This is an optimization exercise on Yosys and OpenROAD, whose aim is small area, a short achievable clock period and few clock cycles per item, not a production implementation.
In this exercise RTL edits were held to simulation tests only and were not proved equivalent to the original.

==> flow/design.v <==
module aes_sbox_p1 (input wire [7:0] a, output wire [11:0] m);
    function [3:0] gm4; input [3:0] x, y; reg [3:0] r, t; integer i;
        begin r = 4'h0; t = x; for (i = 0; i < 4; i = i + 1) begin if (y[i]) r = r ^ t; t = {t[2:0], 1'b0} ^ (t[3] ? 4'h9 : 4'h0); end gm4 = r; end
    endfunction
    function [3:0] ginv4; input [3:0] d;
        case (d)
            4'h0: ginv4 = 4'h0;
            4'h1: ginv4 = 4'h1;
            4'h2: ginv4 = 4'hc;
            4'h3: ginv4 = 4'h8;
            4'h4: ginv4 = 4'h6;
            4'h5: ginv4 = 4'hf;
            4'h6: ginv4 = 4'h4;
            4'h7: ginv4 = 4'he;
            4'h8: ginv4 = 4'h3;
            4'h9: ginv4 = 4'hd;
            4'ha: ginv4 = 4'hb;
            4'hb: ginv4 = 4'ha;
            4'hc: ginv4 = 4'h2;
            4'hd: ginv4 = 4'h9;
            4'he: ginv4 = 4'h7;
            4'hf: ginv4 = 4'h5;
            default: ginv4 = 4'h0;
        endcase
    endfunction
    wire [7:0] c;
    assign c[0] = a[0] ^ a[1] ^ a[2] ^ a[6] ^ a[7];
    assign c[1] = a[1] ^ a[2] ^ a[5] ^ a[6] ^ a[7];
    assign c[2] = a[2] ^ a[5];
    assign c[3] = a[3];
    assign c[4] = a[4] ^ a[6] ^ a[7];
    assign c[5] = a[2] ^ a[3];
    assign c[6] = a[1] ^ a[2] ^ a[3] ^ a[4] ^ a[5] ^ a[6];
    assign c[7] = a[1] ^ a[4] ^ a[6] ^ a[7];
    wire [3:0] h = c[7:4], l = c[3:0];
    wire [3:0] d = gm4(gm4(h, h), 4'h8) ^ gm4(h, l) ^ gm4(l, l);
    assign m = {h, l, d};
endmodule
module aes_sbox_p2 (input wire [11:0] m, output wire [7:0] y);
    function [3:0] gm4; input [3:0] x, y; reg [3:0] r, t; integer i;
        begin r = 4'h0; t = x; for (i = 0; i < 4; i = i + 1) begin if (y[i]) r = r ^ t; t = {t[2:0], 1'b0} ^ (t[3] ? 4'h9 : 4'h0); end gm4 = r; end
    endfunction
    function [3:0] ginv4; input [3:0] d;
        case (d)
            4'h0: ginv4 = 4'h0;
            4'h1: ginv4 = 4'h1;
            4'h2: ginv4 = 4'hc;
            4'h3: ginv4 = 4'h8;
            4'h4: ginv4 = 4'h6;
            4'h5: ginv4 = 4'hf;
            4'h6: ginv4 = 4'h4;
            4'h7: ginv4 = 4'he;
            4'h8: ginv4 = 4'h3;
            4'h9: ginv4 = 4'hd;
            4'ha: ginv4 = 4'hb;
            4'hb: ginv4 = 4'ha;
            4'hc: ginv4 = 4'h2;
            4'hd: ginv4 = 4'h9;
            4'he: ginv4 = 4'h7;
            4'hf: ginv4 = 4'h5;
            default: ginv4 = 4'h0;
        endcase
    endfunction
    wire [3:0] h = m[11:8], l = m[7:4], di = ginv4(m[3:0]);
    wire [7:0] ci = {gm4(h, di), gm4(h ^ l, di)};
    assign y[0] = ~(ci[0] ^ ci[1] ^ ci[4]);
    assign y[1] = ~(ci[0] ^ ci[2]);
    assign y[2] = ci[0];
    assign y[3] = ci[0] ^ ci[1] ^ ci[4] ^ ci[6];
    assign y[4] = ci[0] ^ ci[3] ^ ci[4];
    assign y[5] = ~(ci[1] ^ ci[3] ^ ci[4]);
    assign y[6] = ~(ci[4] ^ ci[6] ^ ci[7]);
    assign y[7] = ci[2] ^ ci[4] ^ ci[5];
endmodule
module aes256_core (
    input  wire         clk,
    input  wire         rst,         
    input  wire         in_valid,
    output wire         in_ready,
    input  wire [255:0] key,
    input  wire [127:0] block_in,
    output wire         out_valid,
    output wire [127:0] block_out
);
    function [7:0] xtime;
        input [7:0] b;
        xtime = {b[6:0], 1'b0} ^ (b[7] ? 8'h1b : 8'h00);
    endfunction
    function [31:0] mix_column;
        input [31:0] col;
        reg [7:0] a0, a1, a2, a3, t;
        begin
            a0 = col[31:24];
            a1 = col[23:16];
            a2 = col[15:8];
            a3 = col[7:0];
            t  = a0 ^ a1 ^ a2 ^ a3;
            mix_column[31:24] = a0 ^ t ^ xtime(a0 ^ a1);
            mix_column[23:16] = a1 ^ t ^ xtime(a1 ^ a2);
            mix_column[15:8]  = a2 ^ t ^ xtime(a2 ^ a3);
            mix_column[7:0]   = a3 ^ t ^ xtime(a3 ^ a0);
        end
    endfunction
    function [127:0] inv_shift_rows;
        input [127:0] s;
        integer i;
        begin
            for (i = 0; i < 16; i = i + 1)
                inv_shift_rows[127-8*((i % 4) + 4 * (((i / 4) + (i % 4)) % 4)) -: 8] = s[127-8*i -: 8];
        end
    endfunction
    function [127:0] shift_rows;
        input [127:0] s;
        integer i;
        begin
            for (i = 0; i < 16; i = i + 1)
                shift_rows[127-8*i -: 8] = s[127-8*((i % 4) + 4 * (((i / 4) + (i % 4)) % 4)) -: 8];
        end
    endfunction
    function [7:0] rcon_of;
        input [3:0] r;
        case (r)
            4'd1:    rcon_of = 8'h01;
            4'd3:    rcon_of = 8'h02;
            4'd5:    rcon_of = 8'h04;
            4'd7:    rcon_of = 8'h08;
            4'd9:    rcon_of = 8'h10;
            4'd11:   rcon_of = 8'h20;
            4'd13:   rcon_of = 8'h40;
            default: rcon_of = 8'h00;
        endcase
    endfunction
    reg          b1, b2, b3;
    reg  [3:0]   r1, r2, r3;
    reg  [127:0] s1;           
    reg  [191:0] s2;           
    reg  [127:0] s3;           
    reg  [255:0] k1, k2, k3;   
    reg  [47:0]  km2;          
    reg  [31:0]  kt3;          
    reg          l1, l2;       
    reg          load, loadk, rdy, done;
    wire         last2 = (r2 == 4'd14);
    assign in_ready  = rdy;
    assign out_valid = done;
    assign block_out = shift_rows(s3);
    wire [127:0] ark = s1 ^ k1[255:128];
    wire [191:0] s2_d;
    wire [47:0]  km2_d;
    wire [31:0]  sw_in = k1[31:0];
    genvar gi;
    generate
        for (gi = 0; gi < 16; gi = gi + 1) begin : g_sa
            aes_sbox_p1 u_p1 (.a(ark[127-8*gi -: 8]), .m(s2_d[191-12*gi -: 12]));
        end
        for (gi = 0; gi < 4; gi = gi + 1) begin : g_ka
            aes_sbox_p1 u_p1 (.a(sw_in[31-8*gi -: 8]), .m(km2_d[47-12*gi -: 12]));
        end
    endgenerate
    wire [127:0] s3_d;
    wire [31:0]  sw_out;
    generate
        for (gi = 0; gi < 16; gi = gi + 1) begin : g_sb
            aes_sbox_p2 u_p2 (.m(s2[191-12*gi -: 12]), .y(s3_d[127-8*gi -: 8]));
        end
        for (gi = 0; gi < 4; gi = gi + 1) begin : g_kb
            aes_sbox_p2 u_p2 (.m(km2[47-12*gi -: 12]), .y(sw_out[31-8*gi -: 8]));
        end
    endgenerate
    wire [31:0] kt3_d = r2[0] ? {sw_out[23:0], sw_out[31:24]} ^ {rcon_of(r2), 24'h0}
                              : sw_out;
    wire [127:0] s3_k = s3_d ^ (inv_shift_rows(k2[127:0]) & {128{l2}});
    wire [127:0] shifted = shift_rows(s3);
    wire [127:0] mixed;
    generate
        for (gi = 0; gi < 4; gi = gi + 1) begin : g_mix
            assign mixed[127-32*gi -: 32] = mix_column(shifted[127-32*gi -: 32]);
        end
    endgenerate
    wire [31:0] nw0 = k3[255:224] ^ kt3;
    wire [31:0] nw1 = k3[223:192] ^ nw0;
    wire [31:0] nw2 = k3[191:160] ^ nw1;
    wire [31:0] nw3 = k3[159:128] ^ nw2;
    always @(posedge clk) begin
        if (rst) begin
            b1   <= 1'b0;
            b2   <= 1'b0;
            b3   <= 1'b0;
            load  <= 1'b1;
            loadk <= 1'b1;
            rdy   <= 1'b1;
            done <= 1'b0;
        end else begin
            b1   <= load ? in_valid : b3;
            b2   <= b1;
            b3   <= b2;
            load  <= !b2 | last2;
            loadk <= !b2 | l2;
            rdy   <= !b2 | (r2[3:1] == 3'b111);
            done <= b2 & last2;
        end
    end
    always @(posedge clk) begin
        if (load) begin
            r1 <= 4'd1;
            l1 <= 1'b0;
            s1 <= block_in;
        end else begin
            r1 <= r3 + 4'd1;
            l1 <= (r3 == 4'd13);
            s1 <= mixed;
        end
        if (loadk)
            k1 <= key;
        else
            k1 <= {k3[127:0], nw0, nw1, nw2, nw3};
        r2  <= r1;
        l2  <= l1;
        s2  <= s2_d;
        k2  <= k1;
        km2 <= km2_d;
        r3  <= r2;
        s3  <= s3_k;
        k3  <= k2;
        kt3 <= kt3_d;
    end
endmodule
==> flow/run.sh <==
#!/bin/bash
# synth_recipe.tcl (not shown) runs the flow's synth.tcl, then flattens the netlist and writes it again
# the make line also repeats each setting of config.mk as NAME=value (left out here)
make -C /OpenROAD-flow-scripts/flow DESIGN_CONFIG=/design/flow/config.mk WORK_HOME=/design/flow/orfs CLKGATE_MAP_FILE= SYNTH_SCRIPT=/design/flow/synth_recipe.tcl finish
==> flow/config.mk <==
export PLATFORM = sky130hd
export DESIGN_NAME = aes256_core
export DESIGN_NICKNAME = aes256_core
export VERILOG_FILES = /design/flow/design.v
export SDC_FILE = /design/flow/constraint.sdc
export NUM_CORES = 4
export LEC_CHECK = 0
export ABC_AREA = 1
export CAP_MARGIN = 20
export CELL_PAD_IN_SITES_DETAIL_PLACEMENT = 0
export CELL_PAD_IN_SITES_GLOBAL_PLACEMENT = 1
export CORE_MARGIN = 2
export CORE_UTILIZATION = 60
export CTS_BUF_LIST = sky130_fd_sc_hd__clkbuf_4 sky130_fd_sc_hd__clkbuf_8
export PLACE_DENSITY = 0.72
export SETUP_SLACK_MARGIN = 5.0
export SLEW_MARGIN = 20
==> flow/constraint.sdc <==
create_clock -name core_clock -period 8.0 [get_ports {clk}]
set_input_delay 1.6000 -clock core_clock [delete_from_list [all_inputs] [get_ports {clk}]]
set_output_delay 1.6000 -clock core_clock [all_outputs]
set_load 0.01 [all_outputs]
==> run summary, run 1 <==
| Stage | Parameter | Reported |
|---|---|---|
| setup path | Count of cells along the worst register-to-register path | 4 |
| floorplan | DIE AREA | 0.116 mm² |
| synth | Number of storage elements in the synthesis netlist | 1313 |
| clock network | Root Buffer | sky130_fd_sc_hd__clkbuf_8 |
| synth | Leading post-synthesis cells by instance count | sky130_fd_sc_hd__nand2_1 (3442), sky130_fd_sc_hd__dfxtp_1 (1313), sky130_fd_sc_hd__xnor2_1 (1021), sky130_fd_sc_hd__xor2_1 (751), sky130_fd_sc_hd__inv_1 (578) |
| setup path | Buffer and inverter count on the worst path | 1 |
| grt | Number of global-route vias before repair | 56900 |
| clock network | Clock-pin slew reported for the worst setup and hold paths after clock tree synthesis | 0.06 ns |
| synth | Post-synth top area cell | sky130_fd_sc_hd__dfxtp_1 |
| sta | Relative slew slack | 11.7% |
| sta | Measured slew at the worst slew-check pin | 1.31 ns |
| synth | Fraction of the mapped netlist area in simple logic gates | 28.8% |
| min path | Endpoint, Worst Hold | k2[112] |
| synth | Adder-cell area share of the yosys netlist | 0.294% |
| setup path | Capture point of the worst reg-to-reg path | k1[69] |
| synth | Commonest register cell after synthesis | sky130_fd_sc_hd__dfxtp_1 |
| sta | Final clock period utilization by the worst path | 38.8% |
| grt | Global route overflow | 0 |
| final layout | Share of cells above drive strength 1 | 11.8% |
| synth | Netlist Area Pre-Place | 0.0681 mm² |
| setup path | Required time of the critical path | 6.40 ns |
| sta | Final setup violation count | 0 |
| synth | Avg Synthesized Cell Area | 7.48 µm² |
| setup path | Critical Path Start Type | flip-flop |
| floorplan | Die Width | 341 µm |
| min path | Worst Hold Depth | 0 |
| setup path | Cell class contributing the biggest share of worst-path delay | flip-flops |
| synth | Dominant combinational cell family by area after synthesis | simple AND/OR/NAND/NOR gates |
| setup path | Crit-path max FO | 5 |
| synth | Cell variety after synth | 45 |
| synth | Total number of yosys warnings | 3 |
| placement | IO Port Bufs | 516 |
| job | Reported max-cap violation count | 0 |
| synth | Ys async rst share | 0% |
| clock network | Buffer depth of the longest clock path | 3 |
| clock network | CTS H-tree depth | 4 |
| detailed routing | Total number of vias | 60400 |
| synth | Cell with the most instances after synthesis | sky130_fd_sc_hd__nand2_1 |
| synth | XOR/XNOR share of the synthesized area | 25.2% |
| final layout | Area growth from synthesis to layout | 20.3% |
| min path | Min-delay worst type | flip-flop to flip-flop |
| clock network | Clock latency (worst-skew pair) | 0.94 ns |
| grt | Overall track demand over capacity in global routing | 36.9% |
| final layout | Number of filler cells placed in the layout | 8849 |
| floorplan | Number of placed I/O pins | 517 |
| min path | Hold Crit Start | k1[112] |
| detailed routing | Number of optimization iterations in the first detailed-route pass | 6 |
| clock network | Number of sinks on the clock net | 1313 |
| synth | Synth area leaders | sky130_fd_sc_hd__dfxtp_1 (39%), sky130_fd_sc_hd__nand2_1 (19%), sky130_fd_sc_hd__xnor2_1 (13%), sky130_fd_sc_hd__xor2_1 (9.7%), sky130_fd_sc_hd__nand3_1 (4.2%) |
| detailed routing | DRC Markers | 0 |
| floorplan | Starting Density | 60.5% |
| setup path | Critical Path, Cell by Cell | buf_6 |
| synth | Post-synthesis sequential area ratio | 38.6% |
| setup path | Critical Setup Path Class | flip-flop to output pin |
| final layout | Final Non-Filler Cells | 11500 |
| placement | Cell count after placement | 11000 |
| sta | Number of hold violations in the final report | 0 |
| setup path | Highest-delay cell along the critical path | sky130_fd_sc_hd__dfxtp_4 |
| placement | RePlAce Congestion | 1.00 |
| grt | Largest net degree at the start of global routing | 103 |
| sta | Unrepaired setup endpoints after global routing | yes |
| synth | Share of Yosys cell area claimed by the top area cell type | 38.6% |
| sta | Final total negative setup slack | 0 ns |
| synth | Complex-gate fraction of the synthesized area | 3.05% |
| setup path | Arrival time worst endpoint | 1.51 ns |
| sta | Fmax | 322 MHz |
| setup path | Worst path max stage delay | 0.43 ns |
| synth | Syn Nets | 9508 |
| synth | Post-synthesis mux area share | 0.0441% |
| grt | Initial antenna violation count | 26 |
| floorplan | Area of the core region | 0.112 mm² |
| setup path | R2R Setup Slk | 5.15 ns |
| synth | Post-Synthesis Cells | 9105 |
| placement | Total half-perimeter wirelength after legalization and detailed placement | 170000 µm |
| run status | Result of the run | no timing/DRC/antenna violations |
| detailed routing | Number of nets still failing antenna checks after routing | 0 |
| sta | Clock period minus final worst setup slack | 3.11 ns |
| synth | Number of enable-type register cells in the synthesized netlist | 0 |
| detailed routing | Detailed router's first-iteration violation count | 5168 |
| detailed routing | Drt total wl | 220000 µm |
| setup path | Crit Reg-Reg Startpoint | loadk |
| clock network | Total clock buffers created by CTS | 205 |
| grt | First-pass GRT wire length | 329000 µm |
| detailed routing | Post-DR vias/cell | 5.24 |
| setup path | Start point of the critical path | s3[54] |
| sta | Clock skew after layout | 0.0774 ns |
| final layout | Total number of nets in the final design | 10300 |
| sta | Count of final max-slew check failures | 0 |
| floorplan | Standard-cell rows | 123 |
| floorplan | Die H | 341 µm |
| clock network | CTS tree | yes |
| detailed routing | Post-detailed-route wirelength per cell | 19.1 µm |
| setup path | Nature of the critical path endpoint | output pin |
==> final cells by class <==
cell class                 instances  area (µm²)  share of cell area (%)
multi-input combinational       7065       39800                    48.6
inverter                         606        2280                    2.78
timing repair buffer             660        6410                    7.82
sequential                      1313       26800                    32.7
antenna                           23        57.6                  0.0702
clock inverter                    64         808                   0.986
tap                             1500        1880                    2.29
clock buffer                     311        3890                    4.75
==> metal layers <==
| layer | up-vias | global-route usage (%) | wire (µm) |
|---|---|---|---|
| li1 | 29600 | - | - |
| met1 | 27800 | 48.3 | 91500 |
| met2 | 2500 | 57.1 | 96500 |
| met3 | 517 | 7.06 | 18900 |
| met4 | 14 | 20.8 | 13600 |
| met5 | - | 0 | 90 |
==> per-stage QoR <==
step	setup WS [ns]	hold WS [ns]	instance area [µm²]	utilization, %
finish	4.89	0.300	81900	72.8
global placement	4.84	0.310	74800	66.5
detailed placement	4.77	0.312	74800	66.5
CTS	4.82	0.304	81000	72.0
floorplan	5.62	0.310	68100	-
global route	4.88	0.309	81900	72.8
==> worst max-delay path by stage <==
stage	end	depth (start not counted)
floorplan	g_sb[4].u_p2.di[3]	20
global placement	s1[67]	3
detailed placement	k1[69]	4
CTS	block_out[86]	1
global route	block_out[86]	1
finish	block_out[86]	1
==> placed cells by master, fill, tap and decap left out, types with 131 or more instances in the layout <==
master,Yosys,final
sky130_fd_sc_hd__clkdlybuf4s50_1,0,386
sky130_fd_sc_hd__nor2_1,427,427
sky130_fd_sc_hd__nand2_1,3442,3432
sky130_fd_sc_hd__clkbuf_8,0,249
sky130_fd_sc_hd__buf_6,0,131
sky130_fd_sc_hd__o21ai_0,317,316
sky130_fd_sc_hd__xnor2_1,1021,985
sky130_fd_sc_hd__dfxtp_1,1313,1158
sky130_fd_sc_hd__inv_1,578,578
sky130_fd_sc_hd__nand3_1,577,577
sky130_fd_sc_hd__buf_4,1,142
sky130_fd_sc_hd__xor2_1,751,723
==> sequential cells by signal (all words and copies together), names as in the netlist, 4 cells and up <==
| register | count |
|---|---|
| s1 | 128 |
| k3 | 256 |
| k2 | 252 |
| g_sb.u_p2.di | 64 |
| r1 | 4 |
| r2 | 4 |
| k1 | 256 |
| s3 | 128 |
| g_kb.u_p2.di | 16 |
| s2 | 128 |
| km2 | 32 |
| kt3 | 32 |
| r3 | 4 |
==> what timing repair did <==
| item | CTS | global route |
|---|---|---|
| endpoints found under the setup margin | 204 | 247 |
| pin swaps | 0 | 13 |
| hold buffers | 0 | 0 |
| gates resized for setup | 933 | 119 |
| buffers inserted | 124 | 10 |
==> cell families after synthesis <==
family	count (synthesis)
buffers and inverters	727
and+or+nand+nor	4775
muxes	3
AOI/OAI and AO/OA	401
DFF	1313
adders and majority gates	16
xor gates and xnor gates	1870
Testbench counts, summed over its fixed seeds: cycles 26,904, blocks 1,920.
==> run 2: changes to the inputs <==
--- a/flow/config.mk
+++ b/flow/config.mk
@@ -10,8 +10,7 @@
 export CELL_PAD_IN_SITES_DETAIL_PLACEMENT = 0
 export CELL_PAD_IN_SITES_GLOBAL_PLACEMENT = 1
 export CORE_MARGIN = 2
-export CORE_UTILIZATION = 60
-export CTS_BUF_LIST = sky130_fd_sc_hd__clkbuf_4 sky130_fd_sc_hd__clkbuf_8
-export PLACE_DENSITY = 0.72
+export CORE_UTILIZATION = 70
+export PLACE_DENSITY = 0.8
 export SETUP_SLACK_MARGIN = 5.0
 export SLEW_MARGIN = 20
==> run 2 against run 1 <==
Net effect:
- the run now fails in 3_1_place_gp_skip_io
- synthesized cell count is the same
- synthesized area is the same
==> run summary, run 2 <==
| Stage | Parameter | Reported |
|---|---|---|
| synth | Dominant combinational cell family by area after synthesis | simple AND/OR/NAND/NOR gates |
| synth | Synth area leaders | sky130_fd_sc_hd__dfxtp_1 (39%), sky130_fd_sc_hd__nand2_1 (19%), sky130_fd_sc_hd__xnor2_1 (13%), sky130_fd_sc_hd__xor2_1 (9.7%), sky130_fd_sc_hd__nand3_1 (4.2%) |
| synth | Cell with the most instances after synthesis | sky130_fd_sc_hd__nand2_1 |
| synth | Cell variety after synth | 45 |
| synth | Total number of yosys warnings | 3 |
| synth | Commonest register cell after synthesis | sky130_fd_sc_hd__dfxtp_1 |
| synth | Adder-cell area share of the yosys netlist | 0.294% |
| synth | Netlist Area Pre-Place | 0.0681 mm² |
| synth | Number of enable-type register cells in the synthesized netlist | 0 |
| synth | Avg Synthesized Cell Area | 7.48 µm² |
| run status | Last stage | 3_1_place_gp_skip_io |
| synth | Complex-gate fraction of the synthesized area | 3.05% |
| run status | Result of the run | stopped before the end |
| synth | Post-Synthesis Cells | 9105 |
| synth | Post-synth top area cell | sky130_fd_sc_hd__dfxtp_1 |
| synth | Share of Yosys cell area claimed by the top area cell type | 38.6% |
| synth | Post-synthesis sequential area ratio | 38.6% |
| synth | Post-synthesis mux area share | 0.0441% |
| synth | Syn Nets | 9508 |
| floorplan | Die Width | 316 µm |
| synth | XOR/XNOR share of the synthesized area | 25.2% |
| synth | Ys async rst share | 0% |
| run status | Error text reported by the tool | [ERROR GPL-0301] Utilization 105.667 % exceeds 100%. |
| synth | Number of storage elements in the synthesis netlist | 1313 |
| floorplan | Die H | 316 µm |
| synth | Leading post-synthesis cells by instance count | sky130_fd_sc_hd__nand2_1 (3442), sky130_fd_sc_hd__dfxtp_1 (1313), sky130_fd_sc_hd__xnor2_1 (1021), sky130_fd_sc_hd__xor2_1 (751), sky130_fd_sc_hd__inv_1 (578) |
| synth | Fraction of the mapped netlist area in simple logic gates | 28.8% |
| floorplan | Standard-cell rows | 114 |
| floorplan | Starting Density | 70.5% |
==> run 2: cell families after synthesis <==
kind of cell	count (synthesis)
multiplexers	3
adder cells (fa/ha/maj)	16
flip-flops	1313
XOR/XNOR	1870
buffers and inverters	727
AND/OR/NAND/NOR	4775
AO/OA/AOI/OAI	401
==> run 3: changes to the inputs <==
--- a/flow/design.v
+++ b/flow/design.v
@@ -88,17 +88,16 @@
     endfunction
     function [31:0] mix_column;
         input [31:0] col;
-        reg [7:0] a0, a1, a2, a3, t;
+        reg [7:0] a0, a1, a2, a3;
         begin
             a0 = col[31:24];
             a1 = col[23:16];
             a2 = col[15:8];
             a3 = col[7:0];
-            t  = a0 ^ a1 ^ a2 ^ a3;
-            mix_column[31:24] = a0 ^ t ^ xtime(a0 ^ a1);
-            mix_column[23:16] = a1 ^ t ^ xtime(a1 ^ a2);
-            mix_column[15:8]  = a2 ^ t ^ xtime(a2 ^ a3);
-            mix_column[7:0]   = a3 ^ t ^ xtime(a3 ^ a0);
+            mix_column[31:24] = xtime(a0 ^ a1) ^ a1 ^ (a2 ^ a3);
+            mix_column[23:16] = xtime(a1 ^ a2) ^ a2 ^ (a3 ^ a0);
+            mix_column[15:8]  = xtime(a2 ^ a3) ^ a3 ^ (a0 ^ a1);
+            mix_column[7:0]   = xtime(a3 ^ a0) ^ a0 ^ (a1 ^ a2);
         end
     endfunction
     function [127:0] inv_shift_rows;
==> flow/flow/run.sh (new file) <==
#!/bin/bash
# The standard layout flow (standard.sh, ORFS), with the smallest plain
# buffer on the ports in place of ORFS's default port buffer. ORFS writes each
# tool's log under orfs/logs; standard.log holds the whole run's output.
export BUFFER_PORTS_ARGS="-buffer_cell sky130_fd_sc_hd__buf_1"
bash standard.sh finish > standard.log 2>&1
==> flow/standard.sh (new file) <==
#!/bin/bash
# synth_recipe.tcl (not shown) runs the flow's synth.tcl, then flattens the netlist and writes it again
# the make line also repeats each setting of config.mk as NAME=value (left out here)
make -C /OpenROAD-flow-scripts/flow DESIGN_CONFIG=/design/flow/config.mk WORK_HOME=/design/flow/orfs CLKGATE_MAP_FILE= SYNTH_SCRIPT=/design/flow/synth_recipe.tcl "${@:-finish}"
--- a/flow/config.mk
+++ b/flow/config.mk
@@ -10,7 +10,8 @@
 export CELL_PAD_IN_SITES_DETAIL_PLACEMENT = 0
 export CELL_PAD_IN_SITES_GLOBAL_PLACEMENT = 1
 export CORE_MARGIN = 2
-export CORE_UTILIZATION = 70
-export PLACE_DENSITY = 0.8
+export CORE_UTILIZATION = 60
+export CTS_CLUSTER_SIZE = 30
+export PLACE_DENSITY = 0.72
 export SETUP_SLACK_MARGIN = 5.0
 export SLEW_MARGIN = 20
removed: flow/run.sh
==> run 3 against run 2 <==
Net effect:
- the run now finishes clean
- synthesized area increased by 0.44%
- synthesized cell count is 3.8% higher
==> run summary, run 3 <==
| Stage | Parameter | Reported |
|---|---|---|
| sta | Unrepaired setup endpoints after global routing | yes |
| setup path | Buffer and inverter count on the worst path | 1 |
| placement | IO Port Bufs | 516 |
| setup path | Critical Setup Path Class | flip-flop to output pin |
| clock network | Clock-pin slew reported for the worst setup and hold paths after clock tree synthesis | 0.06 ns |
| sta | Clock skew after layout | 0.0451 ns |
| setup path | Critical Path Start Type | flip-flop |
| clock network | Buffer depth of the longest clock path | 3 |
| detailed routing | Number of nets still failing antenna checks after routing | 0 |
| floorplan | Number of placed I/O pins | 517 |
| run status | Result of the run | no timing/DRC/antenna violations |
| clock network | Root Buffer | sky130_fd_sc_hd__clkbuf_16 |
| final layout | Largest registers in the final layout | k1: 256 flops, k3: 256 flops, k2: 252 flops |
| synth | Avg Synthesized Cell Area | 7.24 µm² |
| placement | Total half-perimeter wirelength after legalization and detailed placement | 172000 µm |
| sta | Clock period minus final worst setup slack | 2.98 ns |
| synth | Syn Nets | 9856 |
| synth | Leading post-synthesis cells by instance count | sky130_fd_sc_hd__nand2_1 (3781), sky130_fd_sc_hd__dfxtp_1 (1313), sky130_fd_sc_hd__xnor2_1 (973), sky130_fd_sc_hd__xor2_1 (755), sky130_fd_sc_hd__inv_1 (672) |
| sta | Relative slew slack | 14.6% |
| final layout | Commonest cells after routing, fill and taps aside | sky130_fd_sc_hd__nand2_1 (3770), sky130_fd_sc_hd__dfxtp_1 (1165), sky130_fd_sc_hd__xnor2_1 (934), sky130_fd_sc_hd__xor2_1 (718), sky130_fd_sc_hd__inv_1 (670) |
| floorplan | DIE AREA | 0.117 mm² |
| placement | Cell count after placement | 11400 |
| grt | Global route overflow | 0 |
| clock network | CTS H-tree depth | 4 |
| setup path | Nature of the critical path endpoint | output pin |
| floorplan | Standard-cell rows | 123 |
| final layout | Area occupied by multi-input gates | 0.0398 mm² |
| synth | Number of enable-type register cells in the synthesized netlist | 0 |
| placement | Cell area reported after detailed placement | 0.0718 mm² |
| floorplan | Area of the core region | 0.113 mm² |
| sta | Measured slew at the worst slew-check pin | 1.27 ns |
| setup path | Crit-path max FO | 5 |
| synth | Commonest register cell after synthesis | sky130_fd_sc_hd__dfxtp_1 |
| synth | Cell variety after synth | 40 |
| clock network | Number of sinks on the clock net | 1313 |
| clock network | CTS tree | yes |
| detailed routing | Drt total wl | 218000 µm |
| final layout | Leading cell type in the layout, fill and taps excluded | sky130_fd_sc_hd__nand2_1 |
| synth | Post-Synthesis Cells | 9453 |
| final layout | Final Non-Filler Cells | 11600 |
| synth | Cell with the most instances after synthesis | sky130_fd_sc_hd__nand2_1 |
| synth | Netlist Area Pre-Place | 0.0684 mm² |
| placement | RePlAce Congestion | 1.02 |
| detailed routing | Number of optimization iterations in the first detailed-route pass | 6 |
| grt | Largest net degree at the start of global routing | 116 |
| floorplan | Starting Density | 60.6% |
| sta | Final clock period utilization by the worst path | 37.3% |
| setup path | Highest-delay cell along the critical path | sky130_fd_sc_hd__dfxtp_4 |
| clock network | Total clock buffers created by CTS | 138 |
| synth | Ys async rst share | 0% |
| sta | Final total negative setup slack | 0 ns |
| sta | Count of final max-slew check failures | 0 |
| setup path | Critical Path, Cell by Cell | buf_4 |
| synth | Synth area leaders | sky130_fd_sc_hd__dfxtp_1 (38%), sky130_fd_sc_hd__nand2_1 (21%), sky130_fd_sc_hd__xnor2_1 (12%), sky130_fd_sc_hd__xor2_1 (9.7%), sky130_fd_sc_hd__nand3_1 (4.4%) |
| final layout | Number of filler cells placed in the layout | 9650 |
| setup path | Required time of the critical path | 6.40 ns |
| floorplan | Die Width | 342 µm |
| detailed routing | Detailed router's first-iteration violation count | 4889 |
| final layout | Post-layout util | 69.1% |
| synth | Post-synthesis sequential area ratio | 38.4% |
| grt | First-pass GRT wire length | 324000 µm |
| grt | Number of global-route vias before repair | 56100 |
| synth | Post-synth top area cell | sky130_fd_sc_hd__dfxtp_1 |
| setup path | Worst path max stage delay | 0.44 ns |
| detailed routing | Post-DR vias/cell | 5.24 |
| min path | Min-delay worst type | flip-flop to flip-flop |
| job | Reported max-cap violation count | 0 |
| floorplan | Die H | 342 µm |
| synth | Share of Yosys cell area claimed by the top area cell type | 38.4% |
| grt | Overall track demand over capacity in global routing | 36.2% |
| synth | Number of storage elements in the synthesis netlist | 1313 |
| sta | Fmax | 335 MHz |
| synth | Total number of yosys warnings | 3 |
| setup path | Cell class contributing the biggest share of worst-path delay | flip-flops |
| setup path | Arrival time worst endpoint | 1.38 ns |
| grt | Initial antenna violation count | 18 |
| final layout | Share of cells above drive strength 1 | 7.02% |
| final layout | Post-route cell area | 0.0780 mm² |
| final layout | Area of all sequential standard cells | 0.0266 mm² |
| clock network | Clock latency (worst-skew pair) | 0.78 ns |
| final layout | Total number of nets in the final design | 10400 |
| detailed routing | Total number of vias | 61000 |
| detailed routing | DRC Markers | 0 |
| detailed routing | Post-detailed-route wirelength per cell | 18.8 µm |
| sta | Number of hold violations in the final report | 0 |
| final layout | Area growth from synthesis to layout | 14.0% |
| sta | Final setup violation count | 0 |
run 3: cell count changes after synthesis, sizes merged, moves of 4 or more:
cell and change:
nand2 +296, nor2 +39, o211ai -4, o21ai +8, or2 -8, inv +74, xnor2 -74, clkbuf +4
xor2 -23, nand3 +31, nand3b +9
run 3: logic make-up after synthesis:
logic type / Yosys count / synth area share (%)
buf+inv: 804 / 4.45
mux: 2 / 0.0293
simple gates: 5139 / 30.5
flops: 1313 / 38.4
compound gates: 406 / 3.06
xor+xnor: 1773 / 23.3
fa+ha+maj: 16 / 0.293
run 3: what timing repair did:
item | 4_1_cts | 5_1_grt
buffers inserted | 7 | 10
gates resized for setup | 216 | 145
pin swaps | 0 | 9
endpoints found under the setup margin | 205 | 163
endpoints found under the hold margin | 0 | 0
hold buffers | 0 | 0
run 3: worst paths after layout:
path                start       endpoint  slack, ns  cells past startpoint
hold reg to reg     r1[1]          r2[1]       0.30                      0
hold / removal      r1[1]          r2[1]       0.30                      0
setup / recovery   s3[11]  block_out[75]       5.02                      1
setup reg to reg  km2[19]        kt3[16]       5.15                     12
run 3: area by class of cell:
| type | count | area share (%) |
|---|---|---|
| diodes | 6 | 0.0193 |
| clock inverters | 60 | 1.11 |
| well taps | 1500 | 2.41 |
| inverters | 682 | 3.29 |
| flip-flops and latches | 1313 | 34.2 |
| multi-input cells | 7336 | 51.1 |
| repair buffers | 545 | 2.86 |
| clock buffers | 188 | 5.08 |
run 3: layer usage:
metal / share of wire [%] / vias to the layer above / GRT usage [%] / wire [µm]
met3: 7.4 / 478 / 5.87 / 16200
met2: 44 / 2225 / 57.2 / 96700
met5: 0.029 / - / 0 / 63
li1: - / 30200 / - / -
met1: 42 / 28100 / 47.3 / 92500
met4: 5.8 / 10 / 19.8 / 12700
run 3: stage by stage:
stage / hold slack (ns) / worst slack [ns]
CTS: 0.302 / 4.79
global placement: 0.310 / 4.88
detailed placement: 0.312 / 4.76
global route: 0.310 / 4.94
finish: 0.301 / 5.02
floorplan: 0.310 / 5.63
Testbench counts of run 3, summed over its fixed seeds: cycles 26,904, blocks 1,920.
==> run 4: changes to the inputs <==
--- a/flow/config.mk
+++ b/flow/config.mk
@@ -11,7 +11,6 @@
 export CELL_PAD_IN_SITES_GLOBAL_PLACEMENT = 1
 export CORE_MARGIN = 2
 export CORE_UTILIZATION = 60
-export CTS_CLUSTER_SIZE = 30
 export PLACE_DENSITY = 0.72
 export SETUP_SLACK_MARGIN = 5.0
 export SLEW_MARGIN = 20
==> run 4 against run 3 <==
Net effect:
- maximum frequency unchanged
- die area unchanged
- global-route usage unchanged
- critical path depth unchanged
- largest cell class unchanged
- highest routed layer unchanged
==> run summary, run 4 <==
| Stage | Parameter | Reported |
|---|---|---|
| grt | Initial antenna violation count | 18 |
| synth | Commonest register cell after synthesis | sky130_fd_sc_hd__dfxtp_1 |
| sta | Fmax | 335 MHz |
| synth | Netlist Area Pre-Place | 0.0684 mm² |
| clock network | CTS H-tree depth | 4 |
| clock network | Buffer depth of the longest clock path | 3 |
| synth | Avg Synthesized Cell Area | 7.24 µm² |
| setup path | Nature of the critical path endpoint | output pin |
| synth | Share of Yosys cell area claimed by the top area cell type | 38.4% |
| setup path | CP Depth | 1 |
| synth | Cell variety after synth | 40 |
| clock network | CTS tree | yes |
| placement | RePlAce Congestion | 1.02 |
| final layout | Largest registers in the final layout | k1: 256 flops, k3: 256 flops, k2: 252 flops |
| grt | Overall track demand over capacity in global routing | 36.2% |
| synth | Synth area leaders | sky130_fd_sc_hd__dfxtp_1 (38%), sky130_fd_sc_hd__nand2_1 (21%), sky130_fd_sc_hd__xnor2_1 (12%), sky130_fd_sc_hd__xor2_1 (9.7%), sky130_fd_sc_hd__nand3_1 (4.4%) |
| synth | Ys async rst share | 0% |
| synth | Number of enable-type register cells in the synthesized netlist | 0 |
| final layout | Leading cell type in the layout, fill and taps excluded | sky130_fd_sc_hd__nand2_1 |
| synth | Number of storage elements in the synthesis netlist | 1313 |
| floorplan | Starting Density | 60.6% |
| placement | IO Port Bufs | 516 |
| detailed routing | DRC Markers | 0 |
| grt | First-pass GRT wire length | 324000 µm |
| job | Reported max-cap violation count | 0 |
| floorplan | Die H | 342 µm |
| sta | Clock period minus final worst setup slack | 2.98 ns |
| final layout | Final Non-Filler Cells | 11600 |
| grt | Number of global-route vias before repair | 56100 |
| synth | Complex-gate fraction of the synthesized area | 3.06% |
| setup path | Critical Setup Path Class | flip-flop to output pin |
| synth | Fraction of the mapped netlist area in simple logic gates | 30.5% |
| sta | Worst hold margin | 0.301 ns |
| final layout | Commonest cells after routing, fill and taps aside | sky130_fd_sc_hd__nand2_1 (3770), sky130_fd_sc_hd__dfxtp_1 (1165), sky130_fd_sc_hd__xnor2_1 (934), sky130_fd_sc_hd__xor2_1 (718), sky130_fd_sc_hd__inv_1 (670) |
| synth | Syn Nets | 9856 |
| sta | PnR worst setup slack | 5.02 ns |
| synth | Cell with the most instances after synthesis | sky130_fd_sc_hd__nand2_1 |
| synth | Post-Synthesis Cells | 9453 |
| detailed routing | Total number of vias | 61000 |
| final layout | Area growth from synthesis to layout | 14.0% |
| sta | Unrepaired setup endpoints after global routing | yes |
| synth | Post-synthesis sequential area ratio | 38.4% |
| synth | Dominant combinational cell family by area after synthesis | simple AND/OR/NAND/NOR gates |
| setup path | Required time of the critical path | 6.40 ns |
| detailed routing | Detailed router's first-iteration violation count | 4889 |
| setup path | Arrival time worst endpoint | 1.38 ns |
| final layout | Share of cells above drive strength 1 | 7.02% |
| sta | Measured slew at the worst slew-check pin | 1.27 ns |
| grt | Global route overflow | 0 |
| min path | Min-delay worst type | flip-flop to flip-flop |
| floorplan | Area of the core region | 0.113 mm² |
| grt | Largest net degree at the start of global routing | 116 |
| setup path | Crit-path max FO | 5 |
| sta | Clock skew after layout | 0.0451 ns |
| detailed routing | Number of optimization iterations in the first detailed-route pass | 6 |
| floorplan | Standard-cell rows | 123 |
| run status | Result of the run | no timing/DRC/antenna violations |
| sta | Number of hold violations in the final report | 0 |
| floorplan | Die Width | 342 µm |
| sta | Final total negative setup slack | 0 ns |
| synth | Adder-cell area share of the yosys netlist | 0.293% |
| clock network | Number of sinks on the clock net | 1313 |
| synth | Total number of yosys warnings | 3 |
| setup path | Cell class contributing the biggest share of worst-path delay | flip-flops |
| final layout | Post-route cell area | 0.0780 mm² |
| min path | Worst Hold Depth | 0 |
| clock network | Root Buffer | sky130_fd_sc_hd__clkbuf_16 |
| sta | Relative slew slack | 14.6% |
| floorplan | DIE AREA | 0.117 mm² |
| placement | Total half-perimeter wirelength after legalization and detailed placement | 172000 µm |
| synth | Post-synth top area cell | sky130_fd_sc_hd__dfxtp_1 |
| setup path | Critical Path Start Type | flip-flop |
| clock network | Clock-pin slew reported for the worst setup and hold paths after clock tree synthesis | 0.06 ns |
| sta | Count of final max-slew check failures | 0 |
| placement | Cell count after placement | 11400 |
| floorplan | Number of placed I/O pins | 517 |
| detailed routing | Post-detailed-route wirelength per cell | 18.8 µm |
| detailed routing | Post-DR vias/cell | 5.24 |
| clock network | Clock latency (worst-skew pair) | 0.78 ns |
| setup path | Critical Path, Cell by Cell | buf_4 |
| synth | Leading post-synthesis cells by instance count | sky130_fd_sc_hd__nand2_1 (3781), sky130_fd_sc_hd__dfxtp_1 (1313), sky130_fd_sc_hd__xnor2_1 (973), sky130_fd_sc_hd__xor2_1 (755), sky130_fd_sc_hd__inv_1 (672) |
| final layout | Total number of nets in the final design | 10400 |
| setup path | Worst path max stage delay | 0.44 ns |
| synth | Post-synthesis mux area share | 0.0293% |
| setup path | Buffer and inverter count on the worst path | 1 |
| clock network | Total clock buffers created by CTS | 138 |
| sta | Final setup violation count | 0 |
| detailed routing | Drt total wl | 218000 µm |
| placement | Cell area reported after detailed placement | 0.0718 mm² |
| detailed routing | Number of nets still failing antenna checks after routing | 0 |
| placement | Pre-CTS worst setup slack | 4.76 ns |
| sta | Final clock period utilization by the worst path | 37.3% |
| synth | XOR/XNOR share of the synthesized area | 23.3% |
| setup path | Highest-delay cell along the critical path | sky130_fd_sc_hd__dfxtp_4 |
| setup path | Count of cells along the worst register-to-register path | 12 |
-- run 4: cell counts in the layout (fill, tap and decap cells not counted) --
No cell type changed its count.
-- run 4: final timing paths --
kind / slack [ns] / startpoint / end
setup reg to reg: 5.15 / km2[19] / kt3[16]
setup / recovery: 5.02 / s3[11] / block_out[75]
hold / removal: 0.30 / r1[1] / r2[1]
hold reg to reg: 0.30 / r1[1] / r2[1]
-- run 4: layout make-up --
class / count / area [µm²]
sequential: 1313 / 26600
clock buffer: 188 / 3960
timing repair buffer: 545 / 2230
antenna: 6 / 15.0
multi-input combinational: 7336 / 39800
fill: 9650 / 34800
inverter: 682 / 2570
tap: 1500 / 1880
clock inverter: 60 / 867
-- run 4: kinds of logic after synthesis --
| family | Yosys count |
|---|---|
| AOI/OAI and AO/OA | 406 |
| xor gates and xnor gates | 1773 |
| adders and majority gates | 16 |
| buffers and inverters | 804 |
| DFF | 1313 |
| muxes | 2 |
| and+or+nand+nor | 5139 |
-- run 4: metrics by stage --
step                      utilization, %
after detailed placement            63.7
after global placement              63.7
after floorplan                        -
after CTS                           68.3
after global routing                69.1
final                               69.1
-- run 4: what timing repair did --
action                                  CTS  global route
gates resized for setup                 216           145
pin swaps                                 0             9
buffers inserted                          7            10
endpoints found under the setup margin  205           163
hold buffers                              0             0
-- run 4: routing by layer --
| metal | up-vias | part of all wire, % | global-route usage (%) |
|---|---|---|---|
| met3 | 478 | 7.4 | 5.87 |
| met4 | 10 | 5.8 | 19.8 |
| met1 | 28100 | 42 | 47.3 |
| met5 | - | 0.029 | 0 |
| met2 | 2225 | 44 | 57.2 |
| li1 | 30200 | - | - |
==> run 5: changes to the inputs <==
--- a/flow/config.mk
+++ b/flow/config.mk
@@ -12,5 +12,5 @@
 export CORE_MARGIN = 2
 export CORE_UTILIZATION = 60
 export PLACE_DENSITY = 0.72
-export SETUP_SLACK_MARGIN = 5.0
+export SETUP_SLACK_MARGIN = 4.8
 export SLEW_MARGIN = 20
==> run 5 against run 4 <==
Net effect:
- critical endpoint is now block_out[76]
- synthesized area unchanged
- global-route usage down 0.17 points
- cell area down 1.6%
- highest routed layer unchanged
- register-to-register slack worse by 0.09 ns
- maximum frequency down 5.8%
- clock-buffer cell count unchanged
- via count down 0.35%
- die area unchanged
- synthesized cell count unchanged
==> run summary, run 5 <==
| Stage | Parameter | Reported |
|---|---|---|
| run status | Result of the run | no timing/DRC/antenna violations |
| grt | GR met2 Demand/Resource | 57.0% |
| sta | Unrepaired setup endpoints after global routing | no |
| synth | Complex-gate fraction of the synthesized area | 3.06% |
| grt | Overall track demand over capacity in global routing | 36.0% |
| clock network | Root Buffer | sky130_fd_sc_hd__clkbuf_16 |
| floorplan | DIE AREA | 0.117 mm² |
| placement | Total half-perimeter wirelength after legalization and detailed placement | 172000 µm |
| placement | IO Port Bufs | 516 |
| grt | Global routing usage on met1 | 47.4% |
| final layout | Leading cell type in the layout, fill and taps excluded | sky130_fd_sc_hd__nand2_1 |
| final layout | Area growth from synthesis to layout | 12.2% |
| synth | Dominant combinational cell family by area after synthesis | simple AND/OR/NAND/NOR gates |
| detailed routing | Post-detailed-route wirelength per cell | 18.6 µm |
| grt | Highest-utilization routing layer at the global route stage | met2 |
| final layout | Post-layout util | 68.1% |
| setup path | Nature of the critical path endpoint | output pin |
| synth | Number of storage elements in the synthesis netlist | 1313 |
| synth | Synth area leaders | sky130_fd_sc_hd__dfxtp_1 (38%), sky130_fd_sc_hd__nand2_1 (21%), sky130_fd_sc_hd__xnor2_1 (12%), sky130_fd_sc_hd__xor2_1 (9.7%), sky130_fd_sc_hd__nand3_1 (4.4%) |
| synth | Avg Synthesized Cell Area | 7.24 µm² |
| grt | First-pass GRT wire length | 322000 µm |
| setup path | Crit-path max FO | 5 |
| setup path | Buffer and inverter count on the worst path | 1 |
| floorplan | Starting Density | 60.6% |
| synth | Total number of yosys warnings | 3 |
| sta | Final setup violation count | 0 |
| setup path | Worst path max stage delay | 0.51 ns |
| setup path | Cell class contributing the biggest share of worst-path delay | flip-flops |
| sta | Relative slew slack | 16.6% |
| job | Reported max-cap violation count | 0 |
| sta | Clock period minus final worst setup slack | 3.17 ns |
| synth | Leading post-synthesis cells by instance count | sky130_fd_sc_hd__nand2_1 (3781), sky130_fd_sc_hd__dfxtp_1 (1313), sky130_fd_sc_hd__xnor2_1 (973), sky130_fd_sc_hd__xor2_1 (755), sky130_fd_sc_hd__inv_1 (672) |
| clock network | Buffer depth of the longest clock path | 3 |
| setup path | Required time of the critical path | 6.40 ns |
| grt | Initial antenna violation count | 14 |
| detailed routing | Total number of vias | 60800 |
| detailed routing | Post-DR vias/cell | 5.23 |
| detailed routing | Number of nets still failing antenna checks after routing | 0 |
| clock network | Total clock buffers created by CTS | 138 |
| synth | Commonest register cell after synthesis | sky130_fd_sc_hd__dfxtp_1 |
| clock network | CTS tree | yes |
| final layout | Commonest cells after routing, fill and taps aside | sky130_fd_sc_hd__nand2_1 (3781), sky130_fd_sc_hd__dfxtp_1 (1291), sky130_fd_sc_hd__xnor2_1 (970), sky130_fd_sc_hd__xor2_1 (752), sky130_fd_sc_hd__inv_1 (672) |
| synth | Post-Synthesis Cells | 9453 |
| setup path | Highest-delay cell along the critical path | sky130_fd_sc_hd__dfxtp_2 |
| sta | Measured slew at the worst slew-check pin | 1.24 ns |
| floorplan | Standard-cell rows | 123 |
| synth | Syn Nets | 9856 |
| final layout | Post-route cell area | 0.0768 mm² |
| synth | Number of enable-type register cells in the synthesized netlist | 0 |
| grt | Met3 layer usage reported by global route | 5.48% |
| clock network | Clock latency (worst-skew pair) | 0.78 ns |
| synth | Post-synthesis sequential area ratio | 38.4% |
| sta | Number of hold violations in the final report | 0 |
| grt | Global route overflow | 0 |
| final layout | Largest registers in the final layout | k1: 256 flops, k3: 256 flops, k2: 252 flops |
| clock network | Hold buffer count at CTS | 0 |
| clock network | Number of sinks on the clock net | 1313 |
| sta | Final clock period utilization by the worst path | 39.6% |
| placement | RePlAce Congestion | 1.02 |
| synth | Ys async rst share | 0% |
| synth | Share of Yosys cell area claimed by the top area cell type | 38.4% |
| clock network | CTS H-tree depth | 4 |
| setup path | Critical Setup Path Class | flip-flop to output pin |
| floorplan | Area of the core region | 0.113 mm² |
| synth | XOR/XNOR share of the synthesized area | 23.3% |
| final layout | Total number of nets in the final design | 10400 |
| detailed routing | Number of optimization iterations in the first detailed-route pass | 8 |
| detailed routing | Drt total wl | 216000 µm |
| detailed routing | Detailed router's first-iteration violation count | 5418 |
| placement | Cell area reported after detailed placement | 0.0718 mm² |
| grt | Largest net degree at the start of global routing | 116 |
| floorplan | Die Width | 342 µm |
| sta | Final total negative setup slack | 0 ns |
| floorplan | Die H | 342 µm |
| synth | Cell with the most instances after synthesis | sky130_fd_sc_hd__nand2_1 |
| floorplan | Number of placed I/O pins | 517 |
| synth | Post-synth top area cell | sky130_fd_sc_hd__dfxtp_1 |
| sta | Fmax | 316 MHz |
| synth | Fraction of the mapped netlist area in simple logic gates | 30.5% |
| setup path | Critical Path, Cell by Cell | buf_1 |
| synth | Adder-cell area share of the yosys netlist | 0.293% |
| grt | Number of global-route vias before repair | 55900 |
| setup path | Critical Path Start Type | flip-flop |
| min path | Min-delay worst type | flip-flop to flip-flop |
| synth | Cell variety after synth | 40 |
| sta | Clock skew after layout | 0.0452 ns |
| setup path | Arrival time worst endpoint | 1.57 ns |
| synth | Post-synthesis mux area share | 0.0293% |
| sta | Count of final max-slew check failures | 0 |
| detailed routing | DRC Markers | 0 |
| final layout | Share of cells above drive strength 1 | 4.42% |
| clock network | Clock-pin slew reported for the worst setup and hold paths after clock tree synthesis | 0.06 ns |
| synth | Netlist Area Pre-Place | 0.0684 mm² |
[run 5: area by class of cell]
cell class	count	area (µm²)
diodes	3	7.51
well taps	1500	1880
inverters	682	2560
clock buffers	188	3960
repair buffers	528	2030
fillers	9825	36000
flip-flops and latches	1313	26300
clock inverters	60	867
multi-input cells	7336	39100
[run 5: through the flow]
step                std cells  hold slack (ns)  worst slack (ns)
finish                  11600            0.293              4.83
global placement        11400            0.310              4.88
floorplan                9453            0.310              5.63
global route            11600            0.310              4.80
detailed placement      11400            0.312              4.76
CTS                     11600            0.302              4.79
[run 5: metal layers]
layer  vias up  routed length, µm
li1      30200                  -
met1     27900              92300
met2      2227              94800
met3       496              16500
met4         8              12800
met5         -                 58
[run 5: cells by family (layout without fill, tap and decap cells)]
group	count (synthesis)	count (layout)
flops	1313	1313
compound gates	406	406
buf+inv	804	1458
fa+ha+maj	16	16
other cells	0	3
xor+xnor	1773	1773
simple gates	5139	5139
mux	2	2
[run 5: repair_timing]
action,4_1_cts,5_1_grt
endpoints found under the hold margin,0,0
gates resized for setup,18,12
endpoints found under the setup margin,32,24
buffers inserted,0,0
[run 5: path summary, 6_finish.rpt]
path	start	endpoint	slack, ns	cells past startpoint
min reg2reg	r1[1]	r2[1]	0.29	0
max	s3[12]	block_out[76]	4.83	1
max reg2reg	s2[179]	s3[115]	5.06	13
min	r1[1]	r2[1]	0.29	0
==> run 6: changes to the inputs <==
--- a/flow/config.mk
+++ b/flow/config.mk
@@ -10,7 +10,7 @@
 export CELL_PAD_IN_SITES_DETAIL_PLACEMENT = 0
 export CELL_PAD_IN_SITES_GLOBAL_PLACEMENT = 1
 export CORE_MARGIN = 2
-export CORE_UTILIZATION = 60
-export PLACE_DENSITY = 0.72
-export SETUP_SLACK_MARGIN = 4.8
+export CORE_UTILIZATION = 65
+export PLACE_DENSITY = 0.76
+export SETUP_SLACK_MARGIN = 5.0
 export SLEW_MARGIN = 20
==> run 6 against run 5 <==
Net effect:
- the flow now stops in 3_3_place_gp
- synthesized area unchanged
- synthesized cell count unchanged
==> run summary, run 6 <==
| Stage | Parameter | Reported |
|---|---|---|
| run status | Result of the run | stopped before the end |
| run status | Last stage | 3_3_place_gp |
| run status | Error text reported by the tool | [ERROR GPL-0301] Utilization 102.076 % exceeds 100%. |
| floorplan | Starting Density | 65.3% |
| synth | Number of storage elements in the synthesis netlist | 1313 |
| floorplan | Number of placed I/O pins | 517 |
| synth | Post-synth top area cell | sky130_fd_sc_hd__dfxtp_1 |
| synth | Synth area leaders | sky130_fd_sc_hd__dfxtp_1 (38%), sky130_fd_sc_hd__nand2_1 (21%), sky130_fd_sc_hd__xnor2_1 (12%), sky130_fd_sc_hd__xor2_1 (9.7%), sky130_fd_sc_hd__nand3_1 (4.4%) |
| synth | Leading post-synthesis cells by instance count | sky130_fd_sc_hd__nand2_1 (3781), sky130_fd_sc_hd__dfxtp_1 (1313), sky130_fd_sc_hd__xnor2_1 (973), sky130_fd_sc_hd__xor2_1 (755), sky130_fd_sc_hd__inv_1 (672) |
| synth | Share of Yosys cell area claimed by the top area cell type | 38.4% |
| synth | Post-synthesis sequential area ratio | 38.4% |
| synth | Netlist Area Pre-Place | 0.0684 mm² |
| synth | Total number of yosys warnings | 3 |
| floorplan | Standard-cell rows | 119 |
| floorplan | Die H | 328 µm |
| synth | Post-Synthesis Cells | 9453 |
| synth | Syn Nets | 9856 |
| placement | IO Port Bufs | 516 |
| synth | Cell variety after synth | 40 |
| synth | Commonest register cell after synthesis | sky130_fd_sc_hd__dfxtp_1 |
| synth | Number of enable-type register cells in the synthesized netlist | 0 |
| synth | Avg Synthesized Cell Area | 7.24 µm² |
| synth | Ys async rst share | 0% |
| floorplan | Die Width | 328 µm |
| synth | Cell with the most instances after synthesis | sky130_fd_sc_hd__nand2_1 |
## run 6: cells by family after synthesis
family | share of synthesized area, %
mux | 0.0293
fa+ha+maj | 0.293
xor+xnor | 23.3
buf+inv | 4.45
compound gates | 3.06
flops | 38.4
simple gates | 30.5
==> run 7: changes to the inputs <==
--- a/flow/design.v
+++ b/flow/design.v
@@ -134,9 +134,9 @@
     reg  [127:0] s1;           
     reg  [191:0] s2;           
     reg  [127:0] s3;           
-    reg  [255:0] k1, k2, k3;   
+    reg  [255:0] k1, k2;       
+    reg  [255:0] k3;           
     reg  [47:0]  km2;          
-    reg  [31:0]  kt3;          
     reg          l1, l2;       
     reg          load, loadk, rdy, done;
     wire         last2 = (r2 == 4'd14);
@@ -166,8 +166,12 @@
             aes_sbox_p2 u_p2 (.m(km2[47-12*gi -: 12]), .y(sw_out[31-8*gi -: 8]));
         end
     endgenerate
-    wire [31:0] kt3_d = r2[0] ? {sw_out[23:0], sw_out[31:24]} ^ {rcon_of(r2), 24'h0}
+    wire [31:0] kt = r2[0] ? {sw_out[23:0], sw_out[31:24]} ^ {rcon_of(r2), 24'h0}
                               : sw_out;
+    wire [31:0] nw0 = k2[255:224] ^ kt;
+    wire [31:0] nw1 = k2[223:192] ^ nw0;
+    wire [31:0] nw2 = k2[191:160] ^ nw1;
+    wire [31:0] nw3 = k2[159:128] ^ nw2;
     wire [127:0] s3_k = s3_d ^ (inv_shift_rows(k2[127:0]) & {128{l2}});
     wire [127:0] shifted = shift_rows(s3);
     wire [127:0] mixed;
@@ -176,10 +180,6 @@
             assign mixed[127-32*gi -: 32] = mix_column(shifted[127-32*gi -: 32]);
         end
     endgenerate
-    wire [31:0] nw0 = k3[255:224] ^ kt3;
-    wire [31:0] nw1 = k3[223:192] ^ nw0;
-    wire [31:0] nw2 = k3[191:160] ^ nw1;
-    wire [31:0] nw3 = k3[159:128] ^ nw2;
     always @(posedge clk) begin
         if (rst) begin
             b1   <= 1'b0;
@@ -212,7 +212,7 @@
         if (loadk)
             k1 <= key;
         else
-            k1 <= {k3[127:0], nw0, nw1, nw2, nw3};
+            k1 <= k3;
         r2  <= r1;
         l2  <= l1;
         s2  <= s2_d;
@@ -220,7 +220,6 @@
         km2 <= km2_d;
         r3  <= r2;
         s3  <= s3_k;
-        k3  <= k2;
-        kt3 <= kt3_d;
+        k3  <= {k2[127:0], nw0, nw1, nw2, nw3};
     end
 endmodule
--- a/flow/config.mk
+++ b/flow/config.mk
@@ -10,7 +10,7 @@
 export CELL_PAD_IN_SITES_DETAIL_PLACEMENT = 0
 export CELL_PAD_IN_SITES_GLOBAL_PLACEMENT = 1
 export CORE_MARGIN = 2
-export CORE_UTILIZATION = 65
-export PLACE_DENSITY = 0.76
+export CORE_UTILIZATION = 60
+export PLACE_DENSITY = 0.72
 export SETUP_SLACK_MARGIN = 5.0
 export SLEW_MARGIN = 20
==> run 7 against run 6 <==
Net effect:
- the run now finishes clean
- synthesized cell count fell by 14%
- synthesized area fell by 3.5%
==> run summary, run 7 <==
| Stage | Parameter | Reported |
|---|---|---|
| run status | Result of the run | no timing/DRC/antenna violations |
| sta | Relative slew slack | 27.5% |
| detailed routing | Detailed router's first-iteration violation count | 4271 |
| floorplan | Die H | 336 µm |
| clock network | Total clock buffers created by CTS | 135 |
| synth | Ys async rst share | 0% |
| sta | Final clock period utilization by the worst path | 37.2% |
| floorplan | Starting Density | 60.6% |
| synth | Share of Yosys cell area claimed by the top area cell type | 38.9% |
| grt | First-pass GRT wire length | 306000 µm |
| synth | Post-synthesis sequential area ratio | 38.9% |
| sta | PnR worst setup slack | 5.02 ns |
| floorplan | DIE AREA | 0.113 mm² |
| grt | Global route overflow | 0 |
| setup path | CP Depth | 1 |
| detailed routing | Post-DR vias/cell | 5.24 |
| detailed routing | Drt total wl | 212000 µm |
| sta | Count of final max-slew check failures | 0 |
| synth | Post-synth top area cell | sky130_fd_sc_hd__dfxtp_1 |
| final layout | Share of cells above drive strength 1 | 14.0% |
| synth | Cell with the most instances after synthesis | sky130_fd_sc_hd__nand2_1 |
| placement | Pre-CTS worst setup slack | 4.28 ns |
| clock network | Buffer depth of the longest clock path | 3 |
| detailed routing | Number of nets still failing antenna checks after routing | 0 |
| placement | Total half-perimeter wirelength after legalization and detailed placement | 166000 µm |
| setup path | Nature of the critical path endpoint | output pin |
| setup path | Timing endpoint of the critical path | block_out[15] |
| sta | Clock period minus final worst setup slack | 2.98 ns |
| floorplan | Standard-cell rows | 121 |
| setup path | Critical Path Start Type | flip-flop |
| clock network | Number of sinks on the clock net | 1281 |
| detailed routing | Total number of vias | 54100 |
| floorplan | Area of the core region | 0.109 mm² |
| sta | Measured slew at the worst slew-check pin | 1.09 ns |
| final layout | Leading cell type in the layout, fill and taps excluded | sky130_fd_sc_hd__nand2_1 |
| setup path | Buffer and inverter count on the worst path | 1 |
| clock network | Clock-pin slew reported for the worst setup and hold paths after clock tree synthesis | 0.06 ns |
| setup path | Arrival time worst endpoint | 1.38 ns |
| sta | Final total negative setup slack | 0 ns |
| setup path | R2R Setup Slk | 5.09 ns |
| detailed routing | DRC Markers | 0 |
| grt | Initial antenna violation count | 15 |
| setup path | Critical Path, Cell by Cell | buf_2 |
| final layout | Largest registers in the final layout | k1: 256 flops, k3: 256 flops, k2: 252 flops |
| floorplan | Die Width | 336 µm |
| placement | Cell count after placement | 10000 |
| synth | Netlist Area Pre-Place | 0.0660 mm² |
| min path | Min-delay worst type | flip-flop to flip-flop |
| clock network | CTS tree | yes |
| sta | Number of hold violations in the final report | 0 |
| synth | Number of enable-type register cells in the synthesized netlist | 0 |
| setup path | Start point of the critical path | s3[79] |
| detailed routing | Number of optimization iterations in the first detailed-route pass | 6 |
| final layout | Area growth from synthesis to layout | 17.4% |
| setup path | Capture point of the worst reg-to-reg path | s3[118] |
| sta | Fmax | 336 MHz |
| clock network | CTS H-tree depth | 4 |
| grt | Number of global-route vias before repair | 50400 |
| final layout | Final Non-Filler Cells | 10300 |
| detailed routing | Post-detailed-route wirelength per cell | 20.5 µm |
| final layout | Total number of nets in the final design | 9213 |
| placement | IO Port Bufs | 516 |
| setup path | Highest-delay cell along the critical path | sky130_fd_sc_hd__dfxtp_2 |
| setup path | Count of cells along the worst register-to-register path | 7 |
| grt | Overall track demand over capacity in global routing | 36.3% |
| setup path | Cell class contributing the biggest share of worst-path delay | flip-flops |
| synth | Total number of yosys warnings | 3 |
| sta | Unrepaired setup endpoints after global routing | yes |
| synth | Post-Synthesis Cells | 8168 |
| synth | Synth area leaders | sky130_fd_sc_hd__dfxtp_1 (39%), sky130_fd_sc_hd__nand2_1 (14%), sky130_fd_sc_hd__xnor2_1 (13%), sky130_fd_sc_hd__xor2_1 (12%), sky130_fd_sc_hd__mux2_2 (4.4%) |
| setup path | Crit Reg-Reg Startpoint | s2[179] |
| synth | Number of storage elements in the synthesis netlist | 1281 |
| setup path | Critical Setup Path Class | flip-flop to output pin |
| clock network | Root Buffer | sky130_fd_sc_hd__clkbuf_16 |
| final layout | Post-layout util | 71.1% |
| final layout | Commonest cells after routing, fill and taps aside | sky130_fd_sc_hd__nand2_1 (2380), sky130_fd_sc_hd__dfxtp_1 (1092), sky130_fd_sc_hd__xnor2_1 (906), sky130_fd_sc_hd__xor2_1 (803), sky130_fd_sc_hd__inv_1 (642) |
| setup path | Required time of the critical path | 6.40 ns |
| sta | Final setup violation count | 0 |
| placement | RePlAce Congestion | 0.968 |
| setup path | Worst path max stage delay | 0.44 ns |
| synth | Syn Nets | 8571 |
| synth | Commonest register cell after synthesis | sky130_fd_sc_hd__dfxtp_1 |
| synth | Avg Synthesized Cell Area | 8.08 µm² |
| setup path | Crit-path max FO | 3 |
| synth | Cell variety after synth | 40 |
| job | Reported max-cap violation count | 0 |
| sta | Clock skew after layout | 0.0235 ns |
| clock network | Clock latency (worst-skew pair) | 0.76 ns |
| grt | Largest net degree at the start of global routing | 181 |
| synth | Leading post-synthesis cells by instance count | sky130_fd_sc_hd__nand2_1 (2429), sky130_fd_sc_hd__dfxtp_1 (1281), sky130_fd_sc_hd__xnor2_1 (986), sky130_fd_sc_hd__xor2_1 (905), sky130_fd_sc_hd__inv_1 (645) |
| floorplan | Number of placed I/O pins | 517 |
==> run 7: changes by cell type after synthesis, sizes merged, moves of 7 or more <==
cell and delta:
xor2 +177, a21oi -7, o211ai -7, nand2 -1382
dfxtp -32, clkbuf -28, o21ai -110, nand3 -170
mux2 +256, xnor2 +33, or2 +16, nand3b -16
==> run 7: logic make-up (layout without fill, tap and decap cells) <==
kind of cell,count (synthesis),count (layout),synth area share [%]
AND/OR/NAND/NOR,3579,3579,22.2
XOR/XNOR,1982,1982,27.7
flip-flops,1281,1281,38.9
buffers and inverters,772,1526,4.41
AO/OA/AOI/OAI,280,280,2.20
multiplexers,258,258,4.40
adder cells (fa/ha/maj),16,16,0.303
other,0,7,0
==> run 7: per-stage QoR <==
step | hold slack (ns) | instance area [µm²]
after global placement | 0.310 | 69500
after floorplan | 0.310 | 66000
after detailed placement | 0.312 | 69500
after global routing | 0.327 | 77500
after CTS | 0.320 | 74700
final | 0.315 | 77500
==> run 7: final cells by class <==
type / count / area [µm²]
antenna: 7 / 17.5
timing repair buffer: 598 / 2620
sequential: 1281 / 26000
inverter: 679 / 2550
multi-input combinational: 6115 / 39900
clock inverter: 70 / 927
tap: 1414 / 1770
fill: 8774 / 31500
clock buffer: 179 / 3740
==> run 7: metal layers <==
layer  vias up  routed length (µm)  global-route usage [%]
met5         -                  60                       0
met4        10               10500                    16.2
met3       427               15700                    5.71
met2      1927               95700                    57.7
met1     25400               90200                    48.8
li1      26400                   -                       -
==> run 7: repair_timing <==
action                                  CTS  global route
gates resized for setup                 187           383
setup buffers                             4            69
endpoints found under the hold margin     0             0
hold buffers                              0             0
pin swaps                                 4            50
endpoints found under the setup margin  198           188
==> run 7: worst min-delay path by stage <==
stage	startpoint	end	slack [ns]	cells after the start
4_1_cts	k1[121]	k2[121]	0.32	0
6_report	k1[113]	k2[113]	0.31	0
2_1_floorplan	k1[100]	k2[100]	0.31	0
5_1_grt	k1[55]	k2[55]	0.33	0
3_3_place_gp	k1[73]	k2[73]	0.31	0
3_5_place_dp	k1[110]	k2[110]	0.31	0
Testbench counts of run 7, summed over its fixed seeds: cycles 26,904, blocks 1,920.

[port drivers added, routing unchanged]
The flow's constraints put no driver on any port. The routed layouts listed below were extracted and timed again, unchanged, in two steps. Step 1: set_driving_cell puts a clkbuf_16 on clk and a buf_2 on each other input, an assumption about the parent block. Step 2 also shifts input and output timing later by t, the mid clock arrival at the registers, as if the neighbouring blocks saw the same clock. Three values: no drivers, after step 1, after step 2; two values: the first two.
| run | t, ns | setup WS [ns] | hold WS [ns] | worst data-port slew with drivers (ns) | pins driven straight from the clock port |
|---|---|---|---|---|---|
| run 1 | 0.978 | 4.893 / 4.813 / 5.080 | 0.300 / 0.300 / 0.300 | 0.15 | 1 |
| run 3 | 0.833 | 5.015 / 4.942 / 5.146 | 0.301 / 0.301 / 0.301 | 0.19 | 1 |
| run 4 | 0.833 | 5.015 / 4.942 / 5.146 | 0.301 / 0.301 / 0.301 | 0.19 | 1 |
| run 5 | 0.827 | 4.831 / 4.759 / 5.062 | 0.293 / 0.293 / 0.293 | 0.17 | 1 |
| run 7 | 0.827 | 5.022 / 4.942 / 5.085 | 0.315 / 0.315 / 0.315 | 0.11 | 1 |
After both steps every run listed still meets setup and hold.
